This is an optimization exercise on Yosys and OpenROAD, whose aim is a short achievable clock period, few clock cycles and low power, not a production implementation.
Only simulation tests tie the RTL to the original design; equivalence was not proved.

==> inputs of v13 <==
==> flow/design.v (excerpt) <==
module procsi_core (
    input  wire        clk,
    input  wire        rst,         
    output reg         mem_req,
    output reg         mem_we,
    output reg  [7:0]  mem_addr,
    output reg  [15:0] mem_wdata,
    input  wire [15:0] mem_rdata,
    output wire        halted,
    output wire        faulted,
    input  wire [3:0]  dbg_sel,
    output reg  [15:0] dbg_data
);
export LEC_CHECK = 0
export CAP_MARGIN = 20
export CORE_MARGIN = 2
export CORE_UTILIZATION = 40
export PLACE_DENSITY = 0.6
export SLEW_MARGIN = 20
create_clock -name core_clock -period 10.0 [get_ports {clk}]
run.sh (not shown) runs the stock make flow with config.mk's settings and CLKGATE_MAP_FILE= SYNTH_SCRIPT=/design/flow/synth_recipe.tcl, a recipe that flattens the netlist after the stock synthesis.
==> inputs of v15, as changes to v13 <==
--- a/flow/design.v
+++ b/flow/design.v
@@ -43,15 +43,16 @@
                      S_STOP  = 4'd14;
     reg [15:0] x [0:7];
     reg [15:0] pc, sr;
     reg [7:0]  sp;
     reg [1:0]  run;
     reg        halt_reason;
     reg [2:0]  fault_code;
-    reg [3:0]  st;
+    reg [14:0] so;            
+    integer    si;
     reg [15:0] ir;
     reg [15:0] sv;
     reg [7:0]  da;
     reg [2:0]  cnt;
     reg        xp;            
     assign halted  = (run == RUN_HALTED);
     assign faulted = (run == RUN_FAULTED);
@@ -87,29 +88,41 @@
     wire i_sind = i_hs && i_mode == 3'd3;
     wire i_sreg = i_mode == 3'd0 || i_mode == 3'd5 || i_mode == 3'd7;
     wire [1:0] i_nw = {1'b0, i_ddir} + {1'b0, i_simm | i_sdir};
     wire i_alu2 = i_op >= OP_ADD && i_op <= OP_SHR;
     wire i_mov  = i_op == OP_MOV;
     wire i_pop  = i_op == OP_POP;
     wire i_sets_sr = i_alu2 || i_mov;
+    wire wrange = (i_nw != 2'd0 && pc[7:0] == 8'hFF) || (i_nw == 2'd2 && pc[7:0] == 8'hFE);
     wire [8:0] i_npc = {1'b0, pc[7:0]} + {7'd0, i_nw} + 9'd1;
-    wire [2:0]  rb = (st == S_CALL) ? {1'b1, cnt[1:0]} : i_rs;
     wire [15:0] xa = x[i_rd];
-    wire [15:0] xb = x[rb];
-    wire [15:0] alu_a = (st == S_MX) ? mem_wdata : xa;
-    wire [15:0] alu_b = i_sreg ? xb : sv;
+    wire [15:0] xb = x[i_rs];
+    wire        alu_on = so[S_MX] || so[S_E] || so[S_LOAD];
+    wire [15:0] alu_a = (so[S_MX] ? mem_wdata : xa) & {16{alu_on}};
+    wire [15:0] alu_b = (i_sreg ? xb : sv) & {16{alu_on}};
     reg  [15:0] res;
+    wire        is_sub = (i_op == OP_SUB);
+    wire [15:0] addsub = alu_a + (alu_b ^ {16{is_sub}}) + {15'd0, is_sub};
+    wire        is_shr = i_op[0];
+    reg  [15:0] sh_in, sh_out;
+    wire [15:0] sh_l = sh_in << alu_b[3:0];
+    integer k;
+    always @(*)
+        for (k = 0; k < 16; k = k + 1)
+            sh_in[k] = is_shr ? alu_a[15-k] : alu_a[k];
+    integer j;
+    always @(*)
+        for (j = 0; j < 16; j = j + 1)
+            sh_out[j] = is_shr ? sh_l[15-j] : sh_l[j];
     always @(*) begin
         case (i_op)
-            OP_ADD:  res = alu_a + alu_b;
-            OP_SUB:  res = alu_a - alu_b;
+            OP_ADD, OP_SUB: res = addsub;
             OP_AND:  res = alu_a & alu_b;
             OP_OR:   res = alu_a | alu_b;
-            OP_SHL:  res = (alu_b[15:4] == 12'd0) ? (alu_a << alu_b[3:0]) : 16'd0;
-            OP_SHR:  res = (alu_b[15:4] == 12'd0) ? (alu_a >> alu_b[3:0]) : 16'd0;
+            OP_SHL, OP_SHR: res = (alu_b[15:4] == 12'd0) ? sh_out : 16'd0;
             default: res = alu_b;                        
         endcase
     end
     always @(*) begin
         case (dbg_sel)
             4'd0, 4'd1, 4'd2, 4'd3,
             4'd4, 4'd5, 4'd6, 4'd7: dbg_data = x[dbg_sel[2:0]];
@@ -125,17 +138,21 @@
     end
     reg [15:0] pc_n, sr_n, ir_n, sv_n, wd_n;
     reg [7:0]  sp_n, da_n, addr_n;
     reg [1:0]  run_n;
     reg        halt_reason_n, xp_n, req_n, we_n;
     reg [2:0]  fault_code_n, cnt_n;
     reg [3:0]  st_n;
-    reg        x_we;
-    reg [2:0]  x_wa;
-    reg [15:0] x_wd;
+    wire rr_op  = (i_alu2 || i_mov) && ir[9:6] == 4'd0;      
+    wire wr_pop = so[S_POPV] && i_mode == 3'd0;
+    wire wr_ret = so[S_RET] && cnt != 3'd0 && cnt != 3'd5;
+    wire x_we   = (so[S_E] && rr_op && !pc[8]) || (so[S_LOAD] && xp) ||
+                  wr_pop || wr_ret;
+    wire [2:0]  x_wa = wr_ret ? 3'd0 - cnt : i_rd;         
+    wire [15:0] x_wd = (wr_pop || wr_ret) ? mem_rdata : res;
     reg [16:0] t1;
     task automatic fault(input [2:0] code);
         begin
             run_n        = RUN_FAULTED;
             fault_code_n = code;
             st_n         = S_STOP;
             req_n        = 1'b0;
@@ -200,17 +217,18 @@
                 OP_CALL: begin
                     if (sp < 8'd5)
                         fault(F_STACK_OVER);
                     else if (v[15:8] != 8'd0)
                         fault(F_MEM_RANGE);
                     else begin
                         wr(sp, {7'd0, np} - 16'd1);
+                        cnt_n = 3'd0;
                         sp_n  = sp - 8'd1;
                         sv_n  = v;
-                        cnt_n = 3'd0;
+                        ir_n[12:10] = 3'd4;     
                         st_n  = S_CALL;
                     end
                 end
                 default: begin        
                     if (sp == 8'd0)
                         fault(F_STACK_OVER);
                     else begin
@@ -238,54 +256,52 @@
     always @(*) begin
         pc_n          = pc;
         sr_n          = sr;
         sp_n          = sp;
         run_n         = run;
         halt_reason_n = halt_reason;
         fault_code_n  = fault_code;
-        st_n          = st;
+        st_n          = S_STOP;
+        for (si = 0; si < 15; si = si + 1)       
+            if (so[si]) st_n = si[3:0];
         ir_n          = ir;
         sv_n          = sv;
         da_n          = da;
         cnt_n         = cnt;
         xp_n          = 1'b0;
         req_n         = 1'b0;
         we_n          = 1'b0;
         addr_n        = mem_addr;
         wd_n          = mem_wdata;
-        x_we          = 1'b0;
-        x_wa          = i_rd;
-        x_wd          = res;
         t1            = 17'd0;
-        case (st)
-            S_FETCH: begin
+        case (1'b1)
+            so[S_FETCH]: begin
                 rd(mem_addr + 8'd1);
                 st_n = S_LOAD;
             end
-            S_LOAD: begin
+            so[S_LOAD]: begin
                 if (xp) begin         
-                    x_we = 1'b1;
                     if (i_sets_sr) sr_n = res;
                 end
                 ir_n = mem_rdata;
                 rd(mem_addr + 8'd1);
                 st_n = S_E;
             end
-            S_E: begin
+            so[S_E]: begin
                 if (pc[8])
                     stop_halt(1'b1);
                 else if (i_op == OP_HALT)
                     stop_halt(1'b0);
                 else if (i_op > OP_HALT)
                     fault(F_INVALID_OPCODE);
                 else if (i_m4[3])
                     fault(F_INVALID_MODE);
                 else if (!legal(i_op, i_mode))
                     fault(F_ILLEGAL_MODE);
-                else if ({1'b0, pc[7:0]} + {7'd0, i_nw} > 9'd255)
+                else if (wrange)
                     fault(F_MEM_RANGE);
                 else if (i_dind && xa[15:8] != 8'd0)
                     fault(F_MEM_RANGE);
                 else if (i_sind && xb[15:8] != 8'd0)
                     fault(F_MEM_RANGE);
                 else if (i_ddir) begin        
                     if (mem_rdata[15:8] != 8'd0)
@@ -369,116 +385,109 @@
                         fault(F_STACK_UNDER);
                     else begin
                         rd(sp + 8'd1);
                         sp_n = sp + 8'd1;
                         st_n = S_RWP;
                     end
                 end else if (i_hd) begin              
-                    x_we = 1'b1;
                     if (i_sets_sr) sr_n = res;
                     take_next;
                 end else if (i_op == OP_JEQ && sr != 16'd0)
                     take_next;
                 else
                     flow_op(xb, i_npc);
             end
-            S_W2: begin                               
+            so[S_W2]: begin                               
                 if (i_alu2) begin
                     sv_n = mem_rdata;
                     st_n = S_DVAL;
                 end else begin
                     wr(da, mem_rdata);
                     if (i_mov) sr_n = mem_rdata;
                     pc_n = {7'd0, i_npc};
                     st_n = S_WR;
                 end
             end
-            S_RWV: begin
+            so[S_RWV]: begin
                 rd(i_npc[7:0]);
                 st_n = S_VAL;
             end
-            S_RWD: st_n = S_DVAL;
-            S_RWP: begin
+            so[S_RWD]: st_n = S_DVAL;
+            so[S_RWP]: begin
                 if (i_mode == 3'd0) rd(i_npc[7:0]);
                 st_n = S_POPV;
             end
-            S_VAL: mem_action(mem_rdata, i_npc);
-            S_DVAL: begin
+            so[S_VAL]: mem_action(mem_rdata, i_npc);
+            so[S_DVAL]: begin
                 wd_n = mem_rdata;
                 st_n = S_MX;
             end
-            S_MX: begin
+            so[S_MX]: begin
                 wr(da, res);
                 sr_n = res;
                 pc_n = {7'd0, i_npc};
                 st_n = S_WR;
             end
-            S_POPV: begin
+            so[S_POPV]: begin
                 if (i_mode == 3'd0) begin
-                    x_we = 1'b1;
-                    x_wd = mem_rdata;
                     go_load(i_npc);
                 end else begin
                     wr(da, mem_rdata);
                     pc_n = {7'd0, i_npc};
                     st_n = S_WR;
                 end
             end
-            S_WR: begin
+            so[S_WR]: begin
                 rd(pc[7:0]);
                 st_n = S_FETCH;
             end
-            S_CALL: begin
-                if (cnt != 3'd4) begin
+            so[S_CALL]: begin
+                if (!cnt[0]) begin
                     wr(sp, xb);
                     sp_n  = sp - 8'd1;
-                    cnt_n = cnt + 3'd1;
+                    ir_n[12:10] = i_rs + 3'd1;
+                    if (i_rs == 3'd7) cnt_n = 3'd1;
                 end else begin
                     pc_n = sv;
                     rd(sv[7:0]);
                     st_n = S_FETCH;
                 end
             end
-            S_RET: begin
+            so[S_RET]: begin
                 cnt_n = cnt + 3'd1;
                 if (cnt <= 3'd3) begin
                     rd(sp + 8'd1);
                     sp_n = sp + 8'd1;
                 end
-                if (cnt >= 3'd1 && cnt <= 3'd4) begin
-                    x_we = 1'b1;
-                    x_wa = 3'd0 - cnt;      
-                    x_wd = mem_rdata;
-                end
                 if (cnt == 3'd5) begin
                     t1   = {1'b0, mem_rdata} + 17'd1;
                     pc_n = t1[15:0];
                     if (t1 >= 17'd256)
                         stop_halt(1'b1);
                     else begin
                         rd(t1[7:0]);
                         st_n = S_FETCH;
                     end
                 end
             end
-            default: st_n = S_STOP;
+            default: ;
         endcase
     end
     integer i;
     always @(posedge clk) begin
         if (rst) begin
             for (i = 0; i < 8; i = i + 1)
                 x[i] <= 16'd0;
             pc          <= 16'd0;
             sp          <= 8'd255;
             sr          <= 16'd0;
             run         <= RUN_READY;
             halt_reason <= 1'b0;
             fault_code  <= 3'd0;
-            st          <= S_FETCH;
+            so          <= 15'd1 << S_FETCH;
             ir          <= 16'd0;
             sv          <= 16'd0;
             da          <= 8'd0;
             cnt         <= 3'd0;
             xp          <= 1'b0;
             mem_req     <= 1'b1;
             mem_we      <= 1'b0;
@@ -489,15 +498,15 @@
                 x[x_wa] <= x_wd;
             pc          <= pc_n;
             sp          <= sp_n;
             sr          <= sr_n;
             run         <= run_n;
             halt_reason <= halt_reason_n;
             fault_code  <= fault_code_n;
-            st          <= st_n;
+            so          <= 15'd1 << st_n;
             ir          <= ir_n;
             sv          <= sv_n;
             da          <= da_n;
             cnt         <= cnt_n;
             xp          <= xp_n;
             mem_req     <= req_n;
             mem_we      <= we_n;
- CORE_UTILIZATION: 40 -> 55
- CTS_BUF_LIST: not set -> sky130_fd_sc_hd__clkbuf_8
- PLACE_DENSITY: 0.6 -> 0.72
- SETUP_SLACK_MARGIN: not set -> 4.6
==> qor summary <==
item                                                                                                                     v15                        v13
Post-DP HPWL                                                                                                       120400 um                  134400 um
Die width                                                                                                           230.5 um                   273.4 um
Sequential element share of the synthesized area                                                                      23.64%                     22.00%
Post-place setup slack                                                                                              3.148 ns                   1.917 ns
Post-synth top flop                                                                                 sky130_fd_sc_hd__dfxtp_1  sky130_fd_sc_hd__edfxtp_1
Result of the run                                                                                     stopped before the end    complete, no violations
Failing step                                                                                                         5_1_grt                          -
Die height                                                                                                          230.5 um                   273.4 um
# resized after CTS                                                                                                      194                          0
Fraction of synthesized cell area taken by the top area cell type                                                     13.63%                     13.24%
Number of clock buffers inserted by TritonCTS                                                                             51                         36
Post-synthesis instance area                                                                                   0.02820 sq mm              0.02903 sq mm
Post-synthesis simple-gate area fraction                                                                              21.19%                     21.39%
Synth Net Count                                                                                                         3812                       4020
Arithmetic-cell share of the synthesized area counting full adders, half adders and majority gates                    2.218%                     1.862%
Testbench counts of v13, summed over its fixed seeds: cycles 162,220.
Testbench counts of v15, summed over its fixed seeds: cycles 162,220.

==> what the ideal ports hide <==
Ports are ideal in the flow. The routed layout listed here was re-timed in OpenROAD.
Step 1 sets driving cells, clkbuf_16 on the clock port and buf_2 on the other inputs (assumed; they add their load-dependent delay and slew).
Step 2 moves the port delays by t, midway between the first and last clock arrival at a register: inputs arrive t later, outputs are due t later. That takes back most of the time a late clock gives input paths.
a / b / c = no drivers / after step 1 / after step 2; a / b = the first two.
run: v13
shift t [ns]: 0.655
slack for setup (ns): 1.502 / 1.502 / 1.502
worst register clock-pin slew, ns: 0.08 / 0.08
cell pins on the clock port's net: 1
After both steps v13 still meets setup and hold. For v13, drivers alone change the setup slack by 0.000 ns; drivers and shift together by 0.000 ns.
